Source: an optimization exercise on an open RTL-to-GDS flow (aim: small area). Production flows keep margins and buffers that such runs may drop.
RTL that was checked went through simulation tests only; none was proved equivalent to the original.
No activity file was given, so power comes from the tool's default toggle rates.

## tsb_report_engine
module tsb_report_engine (
    input  wire       clk,
    input  wire       rst_n,        
    input  wire       fin_valid,
    output wire       fin_ready,
    input  wire [7:0] fin_data,
    input  wire       fin_req,      
    input  wire       fin_err,      
    output wire       out_valid,
    input  wire       out_ready,
    output wire [7:0] out_data,
    output wire       out_last
);
For scale: ~600 cells after synthesis, roughly 220 flip-flops, about 25 I/O pins, roughly 6600 um2 of cells after synthesis.
export LEC_CHECK = 0
export ABC_AREA = 1
export CAP_MARGIN = 20
export CORE_MARGIN = 2
export CORE_UTILIZATION = 40
export CTS_BUF_LIST = sky130_fd_sc_hd__clkbuf_8
export CTS_CLUSTER_DIAMETER = 60
export CTS_CLUSTER_SIZE = 20
export SLEW_MARGIN = 20
create_clock -name core_clock -period 10.0 [get_ports {clk}]
run.sh (not shown) runs the stock make flow with config.mk's settings and CLKGATE_MAP_FILE= SYNTH_SCRIPT=/design/flow/synth_recipe.tcl, a recipe that flattens the netlist after the stock synthesis.
The baseline completed with no timing, DRC or antenna violations.
==> next run, changes <==
Settings changed: CTS_BUF_LIST sky130_fd_sc_hd__clkbuf_8 to sky130_fd_sc_hd__clkbuf_16, CTS_CLUSTER_DIAMETER 60 to 80, CTS_CLUSTER_SIZE 20 to 35.
The changed run completed without violations. Fmax went up by 0.30%. Global-route usage stays flat. Core utilization went up by 0.82 points. First-iteration DRC count went down by 6.0%. Routed wire length went down by 0.71%.
==> next run, changes <==
Settings changed: CTS_BUF_LIST sky130_fd_sc_hd__clkbuf_16 to sky130_fd_sc_hd__clkbuf_8 sky130_fd_sc_hd__clkbuf_4, CTS_CLUSTER_DIAMETER 80 to 60, CTS_CLUSTER_SIZE 35 to 22.
The changed run completed with no timing, DRC or antenna violations.
Global-route usage barely changes.
Register-to-register slack loses 0.03 ns.
Via count is higher by about 0.9%.
Final cell count rose by about 0.8%.
Routed wire length goes up by about 0.4%.
First-iteration DRC count grows by about 18%.
Power came out lower by 4.7%.
Hold slack stays flat.
Critical path depth does not change.
Worst setup slack loses 0.033 ns.
Function was not checked in any run of this note: the RTL went through the layout flow alone.

* * *

## before
The RTL this note starts from:
==> flow/design.v <==
module tsb_report_engine (
    input  wire       clk,
    input  wire       rst_n,        
    input  wire       fin_valid,
    output wire       fin_ready,
    input  wire [7:0] fin_data,
    input  wire       fin_req,      
    input  wire       fin_err,      
    output wire       out_valid,
    input  wire       out_ready,
    output wire [7:0] out_data,
    output wire       out_last
);
    reg  [159:0] ring;          
    reg  [19:0]  sring;         
    reg  [4:0]   pos;           
    reg  [7:0]   buf_q;         
    reg          full;          
    reg          sending;       
    reg  [5:0]   seq;
    reg  [4:0]   tip;
    reg  [2:0]   touch_num;
    reg  [2:0]   rec_left;      
    reg  [2:0]   dropped;
    reg  [1:0]   outcome;
    reg          rep;           
    reg          scan_pend;     
    reg          scan_act;      
    reg          scan_clr;      
    reg          carry;
    wire [2:0] grp = seq[5:3];
    wire [2:0] ob  = seq[2:0];
    wire [7:0] head   = ring[159:152];
    wire       at0    = (pos == 5'd0);
    wire       at19   = (pos == 5'd19);
    wire sbit  = sring[19] && !scan_clr;
    wire kbit  = scan_act && (pos[4:3] == 2'd0) && (pos[2:0] != 3'd1) && (pos[2:0] != 3'd7);
    wire cin   = carry && !at0;
    wire ssum  = sbit ^ kbit ^ cin;
    wire scout = (sbit & kbit) | (sbit & cin) | (kbit & cin);
    wire [7:0] scan_byte = {sring[0], sring[1], sring[2], sring[3],
                            sring[4], sring[5], sring[6], sring[7]};
    wire hdr     = (grp == 3'd7);
    wire in_body = !sending && (grp != 3'd6);
    wire [4:0] target = hdr ? {ob[1:0], 3'd0} : {grp, ob[1:0]};
    wire match   = (pos == target);
    wire cid_ok  = ~&grp;
    wire is_last = rep ? (seq == 6'o43) : (seq == 6'o77);
    assign fin_ready = !sending && !full;
    assign out_valid = sending && full;
    assign out_data  = buf_q;
    assign out_last  = is_last;
    wire fin_hs  = fin_valid && fin_ready;
    wire out_hs  = out_valid && out_ready;
    wire wr      = in_body && full && match && !scan_pend;
    wire need_ring = hdr ? (ob[1] ^ ob[0]) : !ob[2];
    wire ld        = sending && !full && !scan_pend && !scan_act && (!need_ring || match);
    reg  [7:0] pkt_byte;
    always @(*) begin
        if (hdr) begin
            case (ob)
            3'd7:    pkt_byte = {2'b00, dropped, rep, outcome};
            3'd0:    pkt_byte = 8'd1;
            3'd3:    pkt_byte = {5'd0, touch_num};
            default: pkt_byte = scan_byte;
            endcase
        end else begin
            case (ob)
            3'd6:    pkt_byte = {5'd0, grp};
            3'd7:    pkt_byte = {7'd0, tip[grp]};
            default: pkt_byte = head;
            endcase
        end
    end
    wire [3:0] hdr_count = fin_data[3:0];
    wire       hdr_ok    = !fin_err && fin_data[7] && (hdr_count <= 4'd5);
    wire       hdr_cor   = !fin_err && fin_data[7] && (hdr_count > 4'd5);
    wire [2:0] hdr_tn    = hdr_ok ? hdr_count[2:0] : 3'd0;
    always @(posedge clk) begin
        ring  <= {ring[151:0], wr ? buf_q : scan_act ? 8'd0 : head};
        sring <= {sring[18:0], ssum};
        carry <= scout;
    end
    always @(posedge clk) begin
        if (!rst_n)
            pos <= 5'd0;
        else if (at19)
            pos <= 5'd0;
        else
            pos <= pos + 5'd1;
    end
    always @(posedge clk) begin
        if (!rst_n) begin
            sending   <= 1'b0;
            seq[5:3]  <= 3'd6;
            full      <= 1'b0;
            scan_pend <= 1'b0;
            scan_act  <= 1'b0;
            scan_clr  <= 1'b1;
        end else begin
            if (at19) begin
                scan_act  <= scan_pend;
                scan_pend <= 1'b0;
                scan_clr  <= 1'b0;
            end
            if (fin_hs && !in_body) begin
                scan_pend <= 1'b1;
                outcome   <= fin_err ? 2'd3 : !fin_data[7] ? 2'd1 :
                             hdr_cor ? 2'd2 : 2'd0;
                rep       <= fin_req && !hdr_cor;
                touch_num <= hdr_tn;
                rec_left  <= hdr_tn;
                dropped   <= 3'd0;
                tip       <= 5'd0;
                if (hdr_tn == 3'd0) begin
                    sending <= 1'b1;
                    seq     <= 6'o77;
                end else begin
                    seq     <= 6'o77;
                end
            end else if (fin_hs) begin
                if (ob == 3'd7) begin
                    if (fin_data[3:0] < 4'd5) begin
                        seq[5:3] <= fin_data[2:0];
                        tip[fin_data[2:0]] <= 1'b1;
                    end else begin
                        seq[5:3] <= 3'd7;
                        if (rep)
                            dropped <= dropped + 3'd1;
                    end
                    seq[2:0] <= 3'd0;
                end else if (!ob[2] && cid_ok) begin
                    buf_q <= fin_data;
                    full  <= 1'b1;
                end else begin
                    seq[2:0] <= ob + 3'd1;
                    if (ob == 3'd6) begin
                        rec_left <= rec_left - 3'd1;
                        if (rec_left == 3'd1) begin
                            sending <= 1'b1;
                            seq     <= 6'o77;
                        end
                    end
                end
            end
            if (wr) begin
                full     <= 1'b0;
                seq[2:0] <= ob + 3'd1;
            end
            if (ld) begin
                buf_q <= pkt_byte;
                full  <= 1'b1;
            end
            if (out_hs) begin
                full <= 1'b0;
                if (is_last) begin
                    sending  <= 1'b0;
                    seq[5:3] <= 3'd6;
                end
                else if (ob == 3'd3)
                    seq <= {grp + 3'd1, 3'd6};
                else
                    seq[2:0] <= ob + 3'd1;
            end
        end
    end
endmodule
export LEC_CHECK = 0
export ABC_AREA = 1
export CAP_MARGIN = 20
export CORE_MARGIN = 2
export CORE_UTILIZATION = 60
export SLEW_MARGIN = 20
create_clock -name core_clock -period 10.0 [get_ports {clk}]
standard.sh (not shown) runs the stock make flow with config.mk's settings and CLKGATE_MAP_FILE= SYNTH_SCRIPT=/design/flow/synth_recipe.tcl, a recipe that flattens the netlist after the stock synthesis.
==> flow/flow/run.sh <==
#!/bin/bash
# Standard ORFS layout (standard.sh) with these changes:
#   - synthesis: flow/synth.tcl, the standard synthesis with a stronger
#     area-oriented ABC script (flow/abc_area.script);
#   - a buf_1 on each port instead of clkdlybuf4s50_1;
#   - a clock tree of clkbuf_8 leaf buffers for clusters of up to 20
#     registers, without dummy loads.
# The make output goes to flow_make.log; ORFS's per-step logs stay under orfs/logs.
set -euo pipefail
work=$(pwd)
bash standard.sh \
  "OWN_WORK=$work" \
  "OWN_ABC_SCRIPT=$work/flow/abc_area.script" \
  "SYNTH_SCRIPT=$work/flow/synth.tcl" \
  "BUFFER_PORTS_ARGS=-buffer_cell sky130_fd_sc_hd__buf_1" \
  "CTS_ARGS=-sink_clustering_enable -repair_clock_nets -sink_clustering_size 20 -sink_clustering_max_diameter 60 -buf_list sky130_fd_sc_hd__clkbuf_8 -dont_use_dummy_load" \
  finish > flow_make.log 2>&1
==> flow/flow/abc_area.script <==
strash
dc2
&get -n
&deepsyn -T 60
&put
strash
&get -n
&dch -f
&nf -R 1000
&put
==> flow/flow/synth.tcl <==
# The standard synthesis (synth_recipe.tcl, sourced unchanged) with two
# changes to its combinational mapping only:
#   - ABC runs flow/abc_area.script instead of ORFS's abc_area.script;
#   - adders are left to ABC instead of being extracted into ha/fa cells.
# Flip-flop mapping, flattening and renaming are the standard ones, so the
# registers keep the standard synthesis's names and cell types.
proc extract_fa {args} { }
proc abc {args} {
  set i [lsearch -exact $args -script]
  if { $i >= 0 } {
    set args [lreplace $args $i [expr {$i + 1}] -script $::env(OWN_ABC_SCRIPT)]
  }
  yosys abc {*}$args
}
source $::env(OWN_WORK)/synth_recipe.tcl
before completed; timing, DRC and antenna clean
Modified inputs, after compared to before
==> flow/flow/run.sh <==
#!/bin/bash
# Standard ORFS layout with two changes: a small buffer on each port, and a
# clock tree of clkbuf_8 leaf buffers for clusters of up to 20 registers,
# without dummy loads.
set -euo pipefail
bash standard.sh \
  "BUFFER_PORTS_ARGS=-buffer_cell sky130_fd_sc_hd__buf_1" \
  "CTS_ARGS=-sink_clustering_enable -repair_clock_nets -sink_clustering_size 20 -sink_clustering_max_diameter 60 -buf_list sky130_fd_sc_hd__clkbuf_8 -dont_use_dummy_load" \
  finish > flow_make.log 2>&1
removed: flow/flow/abc_area.script
removed: flow/flow/synth.tcl
Results
Worst path buffer plus inverter count (lower): before
When after is measured against before, its maximum frequency turns out 10% higher.
Share of the synthesized netlist area taken by xor and xnor gates: after and before compared, lower one is after
before -> after: filler-free cell count of the finished design increased by more than 10%
after ends up with higher global routing met2 resource utilization than before does.
Max total power after layout across after and before: after
For the routed wirelength normalized by instance count, after came in about 5% lower than before did.
Relative to before, die width has increased by about 5% in after.
The clock-buffer cell count in after sits 1 above the value recorded for before.
Initial cell density of the core was lower in after than in before.

what the ideal ports hide:
How much do the figures lean on ideal ports? The routed layouts below were timed once more, with nothing changed but the port constraints. Step 1: set_driving_cell puts a clkbuf_16 on clk and a buf_2 on each other input, an assumption about the parent block. Step 2 moves the port delays by t, midway between the first and last clock arrival at a register: inputs arrive t later, outputs are due t later. That takes back most of the time a late clock gives input paths. a / b / c = no drivers / after step 1 / after step 2; a / b = the first two.
run	t (ns)	setup slack, ns	slew at the worst register clock pin (ns)	worst data-port slew with drivers (ns)
the first run of note 1	0.523	5.758 / 5.722 / 5.715	0.11 / 0.11	0.04
the second run of note 1	0.502	5.771 / 5.731 / 5.720	0.12 / 0.12	0.04
the third run of note 1	0.532	5.738 / 5.702 / 5.727	0.13 / 0.13	0.04
before	0.492	5.802 / 5.767 / 6.259	0.11 / 0.11	0.03
after	0.490	6.186 / 6.153 / 6.298	0.11 / 0.11	0.04
After both steps setup and hold are still met in every run listed. The setup slack of the second run of note 1, which loses most, moves by -0.040 ns with the drivers and by -0.051 ns with both steps.
